Source: an optimization exercise on an open RTL-to-GDS flow (aim: a short achievable clock period). Production flows keep margins and buffers that such runs may drop.
Only simulation tests tie the RTL to the original design; equivalence was not proved.
No driver is modelled on the clock port, so clock power and skew are understated where the tree is cut down; a real chip needs a root buffer or a tree.
Power figures rest on the tool's default switching activity, not on a simulated workload.

==> inputs of 11-11 <==
// rcl57_scan_engine
module rcl57_scan_engine (
    input  wire        clk,
    input  wire        rst,           
    input  wire        tick,          
    input  wire        host_we,       
    input  wire [7:0]  host_addr,
    input  wire [7:0]  host_wdata,
    output reg  [7:0]  host_rdata,    
    input  wire [4:0]  col_in,        
    output reg  [7:0]  seg_en,        
    output reg  [15:0] drv_sr,        
    output reg  [15:0] drv_out,       
    output reg         ddl,           
    output reg         trate          
);
==> module rcl57_pset, before the edit <==
module rcl57_pset (
    input  wire       rst,
    input  wire       host_we,
    input  wire [7:0] host_addr,
    input  wire [7:0] host_wdata,
    input  wire       busy,
    input  wire       imm_zero,
    input  wire       imm_hz,
    output wire       y
);
    wire legal;
    rcl57_legal u_l (.host_wdata(host_wdata), .imm_zero(imm_zero), .imm_hz(imm_hz), .legal(legal));
    assign y = host_we && !rst && busy && (host_addr == 8'h21) && legal;
endmodule
==> module rcl57_legal, before the edit <==
module rcl57_legal (
    input  wire [7:0] host_wdata,
    input  wire       imm_zero,
    input  wire       imm_hz,
    output reg        legal
);
    wire [3:0] op  = host_wdata[7:4];
    wire       lo0 = (host_wdata[3:0] == 4'd0);
    wire       b3  = !host_wdata[3];
    always @* begin
        case (op)
            4'h1:                      legal = b3;
            4'h2, 4'h3, 4'h8:          legal = lo0;
            4'h4, 4'h5:                legal = b3 && imm_zero;
            4'h6:                      legal = b3 && imm_hz;
            4'h7, 4'h9, 4'hA, 4'hB:    legal = lo0 && imm_zero;
            default:                   legal = 1'b0;
        endcase
    end
endmodule
==> flow/config.mk <==
export PLATFORM = sky130hd
export DESIGN_NAME = rcl57_scan_engine
export DESIGN_NICKNAME = rcl57_scan_engine
export VERILOG_FILES = /design/flow/design.v
export SDC_FILE = /design/flow/constraint.sdc
export NUM_CORES = 4
export LEC_CHECK = 0
export CAP_MARGIN = 20
export CORE_MARGIN = 2
export CORE_UTILIZATION = 40
export SETUP_SLACK_MARGIN = 5
export SLEW_MARGIN = 20
export SYNTH_HIERARCHICAL = 1
export SYNTH_MINIMUM_KEEP_SIZE = 0
==> flow/constraint.sdc <==
create_clock -name core_clock -period 7.5 [get_ports {clk}]
set_input_delay 1.5000 -clock core_clock [delete_from_list [all_inputs] [get_ports {clk}]]
set_output_delay 1.5000 -clock core_clock [all_outputs]
set_load 0.01 [all_outputs]
run.sh (not shown) runs the stock make flow with config.mk's settings and CLKGATE_MAP_FILE= SYNTH_SCRIPT=/design/flow/synth_recipe.tcl, a recipe that flattens the netlist after the stock synthesis.
==> inputs of 02-23, as changes to 11-11 <==
--- a/flow/design.v
+++ b/flow/design.v
@@ -1093,9 +1093,15 @@
     input  wire       imm_hz,
     output wire       y
 );
-    wire legal;
+    wire legal, ln, p1, p2, q1, q2, nrst;
     rcl57_legal u_l (.host_wdata(host_wdata), .imm_zero(imm_zero), .imm_hz(imm_hz), .legal(legal));
-    assign y = host_we && !rst && busy && (host_addr == 8'h21) && legal;
+    rcl57_inv   i_r  (.a(rst), .y(nrst));
+    rcl57_nor4  n_p1 (.a(host_addr[1]), .b(host_addr[2]), .c(host_addr[3]), .d(host_addr[4]), .y(p1));
+    rcl57_nor2  n_p2 (.a(host_addr[6]), .b(host_addr[7]), .y(p2));
+    rcl57_nand4 n_q1 (.a(p1), .b(p2), .c(host_addr[0]), .d(host_addr[5]), .y(q1));
+    rcl57_nand3 n_q2 (.a(host_we), .b(nrst), .c(busy), .y(q2));
+    rcl57_inv   i_l  (.a(legal), .y(ln));
+    rcl57_nor3  n_y  (.a(q1), .b(q2), .c(ln), .y(y));
 endmodule
 module rcl57_inv   (input wire a, output wire y);                   assign y = ~a;              endmodule
 module rcl57_nand2 (input wire a, b, output wire y);                assign y = ~(a & b);        endmodule
@@ -1122,22 +1128,26 @@
     input  wire [7:0] host_wdata,
     input  wire       imm_zero,
     input  wire       imm_hz,
-    output reg        legal
+    output wire       legal
 );
-    wire [3:0] op  = host_wdata[7:4];
-    wire       lo0 = (host_wdata[3:0] == 4'd0);
-    wire       b3  = !host_wdata[3];
-    always @* begin
-        case (op)
-            4'h1:                      legal = b3;
-            4'h2, 4'h3, 4'h8:          legal = lo0;
-            4'h4, 4'h5:                legal = b3 && imm_zero;
-            4'h6:                      legal = b3 && imm_hz;
-            4'h7, 4'h9, 4'hA, 4'hB:    legal = lo0 && imm_zero;
-            default:                   legal = 1'b0;
-        endcase
-    end
+    wire x, y, lo0, b3;
+    rcl57_legxy u_xy (.op(host_wdata[7:4]), .imm_zero(imm_zero), .imm_hz(imm_hz), .x(x), .y(y));
+    rcl57_nor4  n_lo (.a(host_wdata[0]), .b(host_wdata[1]), .c(host_wdata[2]), .d(host_wdata[3]), .y(lo0));
+    rcl57_inv   i_b3 (.a(host_wdata[3]), .y(b3));
+    rcl57_a22o  a_l  (.a1(b3), .a2(x), .b1(lo0), .b2(y), .y(legal));
 endmodule
+module rcl57_legxy (
+    input  wire [3:0] op,
+    input  wire       imm_zero,
+    input  wire       imm_hz,
+    output wire       x,
+    output wire       y
+);
+    assign x = (op == 4'h1) || ((op == 4'h4 || op == 4'h5) && imm_zero) || (op == 4'h6 && imm_hz);
+    assign y = (op == 4'h2 || op == 4'h3 || op == 4'h8) ||
+               ((op == 4'h7 || op == 4'h9 || op == 4'hA || op == 4'hB) && imm_zero);
+endmodule
+module rcl57_a22o (input wire a1, a2, b1, b2, output wire y); assign y = (a1 & a2) | (b1 & b2); endmodule
 module rcl57_errc (
     input  wire       rst,
     input  wire       host_we,
- CAP_MARGIN: 20 -> 50
- SLEW_MARGIN: 20 -> 70
==> inputs of 12-19, as changes to 11-11 <==
--- a/flow/design.v
+++ b/flow/design.v
@@ -1093,9 +1093,15 @@
     input  wire       imm_hz,
     output wire       y
 );
-    wire legal;
+    wire legal, ln, p1, p2, q1, q2, nrst;
     rcl57_legal u_l (.host_wdata(host_wdata), .imm_zero(imm_zero), .imm_hz(imm_hz), .legal(legal));
-    assign y = host_we && !rst && busy && (host_addr == 8'h21) && legal;
+    rcl57_inv   i_r  (.a(rst), .y(nrst));
+    rcl57_nor4  n_p1 (.a(host_addr[1]), .b(host_addr[2]), .c(host_addr[3]), .d(host_addr[4]), .y(p1));
+    rcl57_nor2  n_p2 (.a(host_addr[6]), .b(host_addr[7]), .y(p2));
+    rcl57_nand4 n_q1 (.a(p1), .b(p2), .c(host_addr[0]), .d(host_addr[5]), .y(q1));
+    rcl57_nand3 n_q2 (.a(host_we), .b(nrst), .c(busy), .y(q2));
+    rcl57_inv   i_l  (.a(legal), .y(ln));
+    rcl57_nor3  n_y  (.a(q1), .b(q2), .c(ln), .y(y));
 endmodule
 module rcl57_inv   (input wire a, output wire y);                   assign y = ~a;              endmodule
 module rcl57_nand2 (input wire a, b, output wire y);                assign y = ~(a & b);        endmodule
@@ -1122,22 +1128,26 @@
     input  wire [7:0] host_wdata,
     input  wire       imm_zero,
     input  wire       imm_hz,
-    output reg        legal
+    output wire       legal
 );
-    wire [3:0] op  = host_wdata[7:4];
-    wire       lo0 = (host_wdata[3:0] == 4'd0);
-    wire       b3  = !host_wdata[3];
-    always @* begin
-        case (op)
-            4'h1:                      legal = b3;
-            4'h2, 4'h3, 4'h8:          legal = lo0;
-            4'h4, 4'h5:                legal = b3 && imm_zero;
-            4'h6:                      legal = b3 && imm_hz;
-            4'h7, 4'h9, 4'hA, 4'hB:    legal = lo0 && imm_zero;
-            default:                   legal = 1'b0;
-        endcase
-    end
+    wire x, y, lo0, b3;
+    rcl57_legxy u_xy (.op(host_wdata[7:4]), .imm_zero(imm_zero), .imm_hz(imm_hz), .x(x), .y(y));
+    rcl57_nor4  n_lo (.a(host_wdata[0]), .b(host_wdata[1]), .c(host_wdata[2]), .d(host_wdata[3]), .y(lo0));
+    rcl57_inv   i_b3 (.a(host_wdata[3]), .y(b3));
+    rcl57_a22o  a_l  (.a1(b3), .a2(x), .b1(lo0), .b2(y), .y(legal));
 endmodule
+module rcl57_legxy (
+    input  wire [3:0] op,
+    input  wire       imm_zero,
+    input  wire       imm_hz,
+    output wire       x,
+    output wire       y
+);
+    assign x = (op == 4'h1) || ((op == 4'h4 || op == 4'h5) && imm_zero) || (op == 4'h6 && imm_hz);
+    assign y = (op == 4'h2 || op == 4'h3 || op == 4'h8) ||
+               ((op == 4'h7 || op == 4'h9 || op == 4'hA || op == 4'hB) && imm_zero);
+endmodule
+module rcl57_a22o (input wire a1, a2, b1, b2, output wire y); assign y = (a1 & a2) | (b1 & b2); endmodule
 module rcl57_errc (
     input  wire       rst,
     input  wire       host_we,
- CORE_UTILIZATION: 40 -> 50
- PLACE_DENSITY: not set -> 0.65
==> inputs of 05-28, as changes to 11-11 <==
--- a/flow/design.v
+++ b/flow/design.v
@@ -1093,9 +1093,15 @@
     input  wire       imm_hz,
     output wire       y
 );
-    wire legal;
+    wire legal, ln, p1, p2, q1, q2, nrst;
     rcl57_legal u_l (.host_wdata(host_wdata), .imm_zero(imm_zero), .imm_hz(imm_hz), .legal(legal));
-    assign y = host_we && !rst && busy && (host_addr == 8'h21) && legal;
+    rcl57_inv   i_r  (.a(rst), .y(nrst));
+    rcl57_nor4  n_p1 (.a(host_addr[1]), .b(host_addr[2]), .c(host_addr[3]), .d(host_addr[4]), .y(p1));
+    rcl57_nor2  n_p2 (.a(host_addr[6]), .b(host_addr[7]), .y(p2));
+    rcl57_nand4 n_q1 (.a(p1), .b(p2), .c(host_addr[0]), .d(host_addr[5]), .y(q1));
+    rcl57_nand3 n_q2 (.a(host_we), .b(nrst), .c(busy), .y(q2));
+    rcl57_inv   i_l  (.a(legal), .y(ln));
+    rcl57_nor3  n_y  (.a(q1), .b(q2), .c(ln), .y(y));
 endmodule
 module rcl57_inv   (input wire a, output wire y);                   assign y = ~a;              endmodule
 module rcl57_nand2 (input wire a, b, output wire y);                assign y = ~(a & b);        endmodule
@@ -1122,22 +1128,26 @@
     input  wire [7:0] host_wdata,
     input  wire       imm_zero,
     input  wire       imm_hz,
-    output reg        legal
+    output wire       legal
 );
-    wire [3:0] op  = host_wdata[7:4];
-    wire       lo0 = (host_wdata[3:0] == 4'd0);
-    wire       b3  = !host_wdata[3];
-    always @* begin
-        case (op)
-            4'h1:                      legal = b3;
-            4'h2, 4'h3, 4'h8:          legal = lo0;
-            4'h4, 4'h5:                legal = b3 && imm_zero;
-            4'h6:                      legal = b3 && imm_hz;
-            4'h7, 4'h9, 4'hA, 4'hB:    legal = lo0 && imm_zero;
-            default:                   legal = 1'b0;
-        endcase
-    end
+    wire x, y, lo0, b3;
+    rcl57_legxy u_xy (.op(host_wdata[7:4]), .imm_zero(imm_zero), .imm_hz(imm_hz), .x(x), .y(y));
+    rcl57_nor4  n_lo (.a(host_wdata[0]), .b(host_wdata[1]), .c(host_wdata[2]), .d(host_wdata[3]), .y(lo0));
+    rcl57_inv   i_b3 (.a(host_wdata[3]), .y(b3));
+    rcl57_a22o  a_l  (.a1(b3), .a2(x), .b1(lo0), .b2(y), .y(legal));
 endmodule
+module rcl57_legxy (
+    input  wire [3:0] op,
+    input  wire       imm_zero,
+    input  wire       imm_hz,
+    output wire       x,
+    output wire       y
+);
+    assign x = (op == 4'h1) || ((op == 4'h4 || op == 4'h5) && imm_zero) || (op == 4'h6 && imm_hz);
+    assign y = (op == 4'h2 || op == 4'h3 || op == 4'h8) ||
+               ((op == 4'h7 || op == 4'h9 || op == 4'hA || op == 4'hB) && imm_zero);
+endmodule
+module rcl57_a22o (input wire a1, a2, b1, b2, output wire y); assign y = (a1 & a2) | (b1 & b2); endmodule
 module rcl57_errc (
     input  wire       rst,
     input  wire       host_we,
- CAP_MARGIN: 20 -> 75
- SLEW_MARGIN: 20 -> 90
==> summary of the runs <==
11-11 passed the timing, design-rule and antenna checks. 02-23 finished clean. 12-19 passed the timing, design-rule and antenna checks. 05-28 aborted during global routing on GRT-0116.
Worst hold slack: 11-11 < 02-23 < 12-19.
Design area, highest first: 02-23, 12-19, 11-11.
In synthesized cell count, 05-28 and 02-23 do not differ.
Sequential share of layout area: 02-23 is lower than 11-11 (0.88 points).
The lowest cell count belongs to 12-19, the highest to 02-23.
Maximum frequency, highest first: 02-23, 12-19, 11-11.
The lowest die area belongs to 12-19, the highest to 11-11.
Against 11-11, the total power of 02-23 is larger by 0.76%.
Setup slack, lowest first: 11-11, 12-19, 02-23.
==> figures <==
quantity                                                              05-28       02-23       11-11       12-19
Run status                                                   did not finish  timing/DRC/antenna clean  timing/DRC/antenna clean  timing/DRC/antenna clean
Failing step                                                 global routing           -           -           -
Number of non-clock inverters                                             -         439         434         439
Classification of the worst setup path                                    -  reg -> reg  reg -> reg  reg -> reg
Post-CTS Setup Inserts                                                  138         234         215         214
Max-capacitance violation count                                           -           0           0           0
Largest stage delay on the critical path                                  -     0.38 ns     1.12 ns     0.56 ns
Sequential Power                                                          -     3.58 mW     3.57 mW     3.58 mW
Clock network power                                                       -     3.85 mW     3.92 mW     3.99 mW
Data-path buffer share of cell area in the final layout                   -       0.149       0.118       0.129
Detailed-routed wire length on met2                                       -   103000 µm   101000 µm    98400 µm
Overall power                                                             -     9.84 mW     9.76 mW     9.80 mW
Share of the core filled with cells                                       -       0.509       0.482       0.609
Mean instance size in the synthesized netlist                      8.02 µm²    8.02 µm²    7.98 µm²    8.02 µm²
Class of the worst hold path                                              -  reg -> reg  reg -> reg  reg -> reg
Highest Clock Rate                                                        -   0.342 GHz   0.305 GHz   0.333 GHz
Vert. Die Dim                                                        381 µm      381 µm      381 µm      341 µm
Post-detailed-route wirelength per cell                                   -     26.1 µm     26.6 µm     27.4 µm
Fraction of layout instances using a drive strength above 1               -       0.337       0.297       0.296
Power per cell area                                                       -  137 nW/µm²  143 nW/µm²  143 nW/µm²


==> inputs of run D <==
RTL: one of the versions met above, not the one the previous note started from.
export LEC_CHECK = 0
export CAP_MARGIN = 20
export CORE_MARGIN = 2
export CORE_UTILIZATION = 40
export SETUP_SLACK_MARGIN = 5
export SLEW_MARGIN = 20
export SYNTH_HIERARCHICAL = 1
export SYNTH_MINIMUM_KEEP_SIZE = 0
create_clock -name core_clock -period 7.5 [get_ports {clk}]
standard.sh (not shown) runs the stock make flow with config.mk's settings and CLKGATE_MAP_FILE= SYNTH_SCRIPT=/design/flow/synth_recipe.tcl, a recipe that flattens the netlist after the stock synthesis.
==> flow/flow/run.sh <==
#!/bin/bash
# The standard layout, with one change: after CTS the clock tree is
# replaced by a two-level tree (flow/tree.tcl, run as ORFS's POST_CTS_TCL
# hook): the clock port drives 4 root buffers, each root drives the leaf
# buffers of its region, each leaf drives about 16 flip-flops. The rest of
# the flow (global route with its timing repair, detailed route, finish) is
# the standard one. The make output goes to standard_flow.log here; each
# ORFS step keeps its own log under orfs/logs.
set -euo pipefail
here=$(pwd)
export POST_CTS_TCL="$here/flow/tree.tcl"
bash standard.sh > "$here/standard_flow.log" 2>&1
==> flow/flow/tree.tcl <==
# Two-level clock tree: the clock port drives NROOT root buffers, each root
# drives the leaf buffers of its region, each leaf drives about LEAF_SINKS
# flip-flops. Replaces the tree clock_tree_synthesis built (run as the
# POST_CTS hook, before the CTS stage writes its result).
set block [ord::get_db_block]
set db [ord::get_db]
set bufm [$db findMaster sky130_fd_sc_hd__clkbuf_16]
set NROOT 4
set LEAF_SINKS 16
set clknet [$block findNet clk]

# remove the tree built so far: every cell reached from the clock port
# through cells other than flip-flops (buffers, inverters, dummy loads)
set sinks {}
set old_insts {}
set old_nets {}
set seen [dict create]
set todo [list $clknet]
while {[llength $todo] > 0} {
  set net [lindex $todo 0]
  set todo [lrange $todo 1 end]
  foreach it [$net getITerms] {
    if {![$it isInputSignal]} { continue }
    set inst [$it getInst]
    if {[$inst findITerm CLK] ne "NULL"} { lappend sinks $it; continue }
    set iname [$inst getName]
    if {[dict exists $seen $iname]} { continue }
    dict set seen $iname 1
    lappend old_insts $inst
    foreach ot [$inst getITerms] {
      if {[$ot isOutputSignal] && [$ot getNet] ne "NULL"} {
        lappend old_nets [$ot getNet]
        lappend todo [$ot getNet]
      }
    }
  }
}
foreach it $sinks { $it disconnect }
foreach inst $old_insts {
  foreach it [$inst getITerms] { if {[$it getNet] ne "NULL"} { $it disconnect } }
  odb::dbInst_destroy $inst
}
foreach net $old_nets {
  if {[llength [$net getITerms]] == 0 && [llength [$net getBTerms]] == 0} { odb::dbNet_destroy $net }
}
puts "tree: removed [llength $old_insts] cells, [llength $sinks] sinks"

proc center {inst} {
  set b [$inst getBBox]
  return [list [expr {([$b xMin] + [$b xMax]) / 2}] [expr {([$b yMin] + [$b yMax]) / 2}]]
}

# k-means on points {x y}; returns the cluster of each point
proc kmeans {pts k iters {cap 0}} {
  set n [llength $pts]
  # seeds: points spread along the order of x+y
  set order [lsort -integer -indices [lmap p $pts {expr {[lindex $p 0] + [lindex $p 1]}}]]
  set cent {}
  for {set c 0} {$c < $k} {incr c} {
    lappend cent [lindex $pts [lindex $order [expr {int(($c + 0.5) * $n / $k)}]]]
  }
  set asg [lrepeat $n 0]
  for {set it 0} {$it < $iters} {incr it} {
    # each point to its nearest centroid with room (points nearest to a
    # centroid choose first)
    set cand {}
    set i 0
    foreach p $pts {
      set c 0
      foreach q $cent {
        set dx [expr {double([lindex $p 0] - [lindex $q 0])}]
        set dy [expr {double([lindex $p 1] - [lindex $q 1])}]
        lappend cand [list [expr {$dx*$dx + $dy*$dy}] $i $c]
        incr c
      }
      incr i
    }
    set cand [lsort -real -index 0 $cand]
    set asg [lrepeat $n -1]
    set fill [lrepeat $k 0]
    set left $n
    foreach e $cand {
      lassign $e d i c
      if {[lindex $asg $i] >= 0} { continue }
      if {$cap > 0 && [lindex $fill $c] >= $cap} { continue }
      lset asg $i $c
      lset fill $c [expr {[lindex $fill $c] + 1}]
      incr left -1
      if {$left == 0} { break }
    }
    set sx [lrepeat $k 0.0]; set sy [lrepeat $k 0.0]; set cnt [lrepeat $k 0]
    foreach p $pts a $asg {
      lset sx $a [expr {[lindex $sx $a] + [lindex $p 0]}]
      lset sy $a [expr {[lindex $sy $a] + [lindex $p 1]}]
      lset cnt $a [expr {[lindex $cnt $a] + 1}]
    }
    set nc {}
    for {set c 0} {$c < $k} {incr c} {
      if {[lindex $cnt $c] > 0} {
        lappend nc [list [expr {int([lindex $sx $c] / [lindex $cnt $c])}] [expr {int([lindex $sy $c] / [lindex $cnt $c])}]]
      } else {
        lappend nc [lindex $cent $c]
      }
    }
    set cent $nc
  }
  return [list $asg $cent]
}

# leaves
set pts [lmap it $sinks {center [$it getInst]}]
set nleaf [expr {int(ceil(double([llength $sinks]) / $LEAF_SINKS))}]
set cap [expr {int(ceil(double([llength $sinks]) / $nleaf)) + 2}]
lassign [kmeans $pts $nleaf 20 $cap] asg cent
set leaves {}
for {set c 0} {$c < $nleaf} {incr c} {
  set inst [odb::dbInst_create $block $bufm "ctree_leaf_$c"]
  lassign [lindex $cent $c] x y
  $inst setLocation $x $y
  $inst setPlacementStatus PLACED
  set net [odb::dbNet_create $block "ctree_leaf_net_$c"]
  $net setSigType CLOCK
  [$inst findITerm X] connect $net
  lappend leaves $inst
  set lnet($c) $net
}
foreach it $sinks a $asg {
  if {[$it getNet] ne "NULL"} { $it disconnect }
  $it connect $lnet($a)
}
# roots
set lpts [lmap inst $leaves {center $inst}]
lassign [kmeans $lpts $NROOT 20 [expr {int(ceil(double($nleaf) / $NROOT)) + 1}]] lasg rcent
for {set r 0} {$r < $NROOT} {incr r} {
  set inst [odb::dbInst_create $block $bufm "ctree_root_$r"]
  lassign [lindex $rcent $r] x y
  $inst setLocation $x $y
  $inst setPlacementStatus PLACED
  set net [odb::dbNet_create $block "ctree_root_net_$r"]
  $net setSigType CLOCK
  [$inst findITerm X] connect $net
  [$inst findITerm A] connect $clknet
  set rnet($r) $net
}
foreach inst $leaves a $lasg {
  [$inst findITerm A] connect $rnet($a)
}
puts "tree: $nleaf leaves, $NROOT roots"
detailed_placement
check_placement -verbose
==> run P: changes against run D <==
==> flow/run.sh (new file) <==
#!/bin/bash
# synth_recipe.tcl (not shown) runs the flow's synth.tcl, then flattens the netlist and writes it again
# the make line also repeats each setting of config.mk as NAME=value (left out here)
make -C /OpenROAD-flow-scripts/flow DESIGN_CONFIG=/design/flow/config.mk WORK_HOME=/design/flow/orfs CLKGATE_MAP_FILE= SYNTH_SCRIPT=/design/flow/synth_recipe.tcl finish
--- a/flow/config.mk
+++ b/flow/config.mk
@@ -7,7 +7,8 @@
 export LEC_CHECK = 0
-export CAP_MARGIN = 20
+export CAP_MARGIN = 50
 export CORE_MARGIN = 2
-export CORE_UTILIZATION = 40
+export CORE_UTILIZATION = 50
+export PLACE_DENSITY = 0.65
 export SETUP_SLACK_MARGIN = 5
-export SLEW_MARGIN = 20
+export SLEW_MARGIN = 70
 export SYNTH_HIERARCHICAL = 1
removed: flow/flow/run.sh
removed: flow/flow/tree.tcl
removed: flow/standard.sh
==> run E: changes against run D <==
--- a/flow/config.mk
+++ b/flow/config.mk
@@ -7,3 +7,3 @@
 export LEC_CHECK = 0
-export CAP_MARGIN = 20
+export CAP_MARGIN = 50
 export CORE_MARGIN = 2
@@ -11,3 +11,3 @@
 export SETUP_SLACK_MARGIN = 5
-export SLEW_MARGIN = 20
+export SLEW_MARGIN = 70
 export SYNTH_HIERARCHICAL = 1
==> run summary <==
Synthesized area is the same in run D and run P. Between run P and run E, the lower die area is in run P (gap about 20%, measured against run E). Run D went through all stages and came out clean. Run E completed without violations. Run P passed the timing, design-rule and antenna checks. The lowest wire length belongs to run D, the highest to run P. Total power, highest first: run P, run E, run D. Against run E, the final area of run D is smaller by about 6%. Register-to-register slack: run D is better than run P (0.13 ns). Sequential power is about the same in run E and run P. The highest via count belongs to run P, the lowest to run D.
==> figures <==
| quantity | run E | run D | run P |
|---|---|---|---|
| Power share of the sequential group | 43.3% | 44.9% | 36.3% |
| Overall routing resource usage | 29.3% | 28.4% | 38.4% |
| Die Span Y | 381 um | 381 um | 341 um |
| Run status | timing/DRC/antenna clean | timing/DRC/antenna clean | timing/DRC/antenna clean |
| End of the critical path | host_rdata[0]$_DFF_P_ | drv_sr[11]$_DFF_P_ | host_rdata[6]$_DFF_P_ |
| Number of instances in the placed design | 8518 | 8431 | 8120 |
| Tapcells inserted | 1890 | 1890 | 1500 |
| Vias/cell | 6.32 | 6.27 | 6.78 |
| Power attributed to sequential cells | 3.58 mW | 3.57 mW | 3.60 mW |
| Power share of the combinational group | 30.2% | 27.8% | 24.6% |
| Final Non-Filler Cells | 9239 | 9018 | 8875 |
| Number of DRC violations after detailed-routing iteration 0 | 8518 | 8405 | 10800 |
| Fraction of area in multi-input gates | 58.6% | 60.0% | 58.2% |
| Maximum number of pins on one net before global-route repair | 62 | 131 | 76 |
| Wire length on met2 | 104 mm | 100 mm | 103 mm |
| Global routing usage on met1 | 38.1% | 37.4% | 46.4% |
| Endpoint of the lowest-slack register-to-register path | drv_sr[14]$_DFF_P_ | drv_sr[0]$_DFF_P_ | host_rdata[6]$_DFF_P_ |
The clock cells of run D and run E come from the design's own scripts or RTL, not from TritonCTS.

-- afterwards: timing with drivers on the ports --
How much do the figures lean on ideal ports? The routed layouts below were timed once more, with nothing changed but the port constraints. Step 1, drivers: a clkbuf_16 drives clk and a buf_2 each remaining input, both assumed. Step 2 adds t to the input delays and takes it off the output delays; t is the mean of the earliest and latest rising clock arrival at the registers after step 1. Input paths then give back, and output paths get back, about the clock's delay inside the block. Three values: ideal, step 1, step 2; two values: the first two.
| run | t, ns | setup slack, ns | worst setup path after step 2 | worst data-port slew with drivers (ns) |
|---|---|---|---|---|
| 11-11 | 0.766 | 4.220 / 4.220 / 3.551 | input to register | 0.52 |
| 02-23 | 0.772 | 4.577 / 4.517 / 3.745 | input to register | 0.47 |
| 12-19 | 0.751 | 4.496 / 4.225 / 3.474 | input to register | 0.51 |
| run D | 0.596 | 4.222 / 4.326 / 3.730 | input to register | 0.55 |
| run P | 0.744 | 4.466 / 4.201 / 3.458 | input to register | 0.44 |
| run E | 0.601 | 4.301 / 4.326 / 3.725 | input to register | 0.42 |
After both steps setup and hold are still met in every run listed. The setup slack of 12-19, which loses most, moves by -0.271 ns with the drivers and by -1.022 ns with both steps.
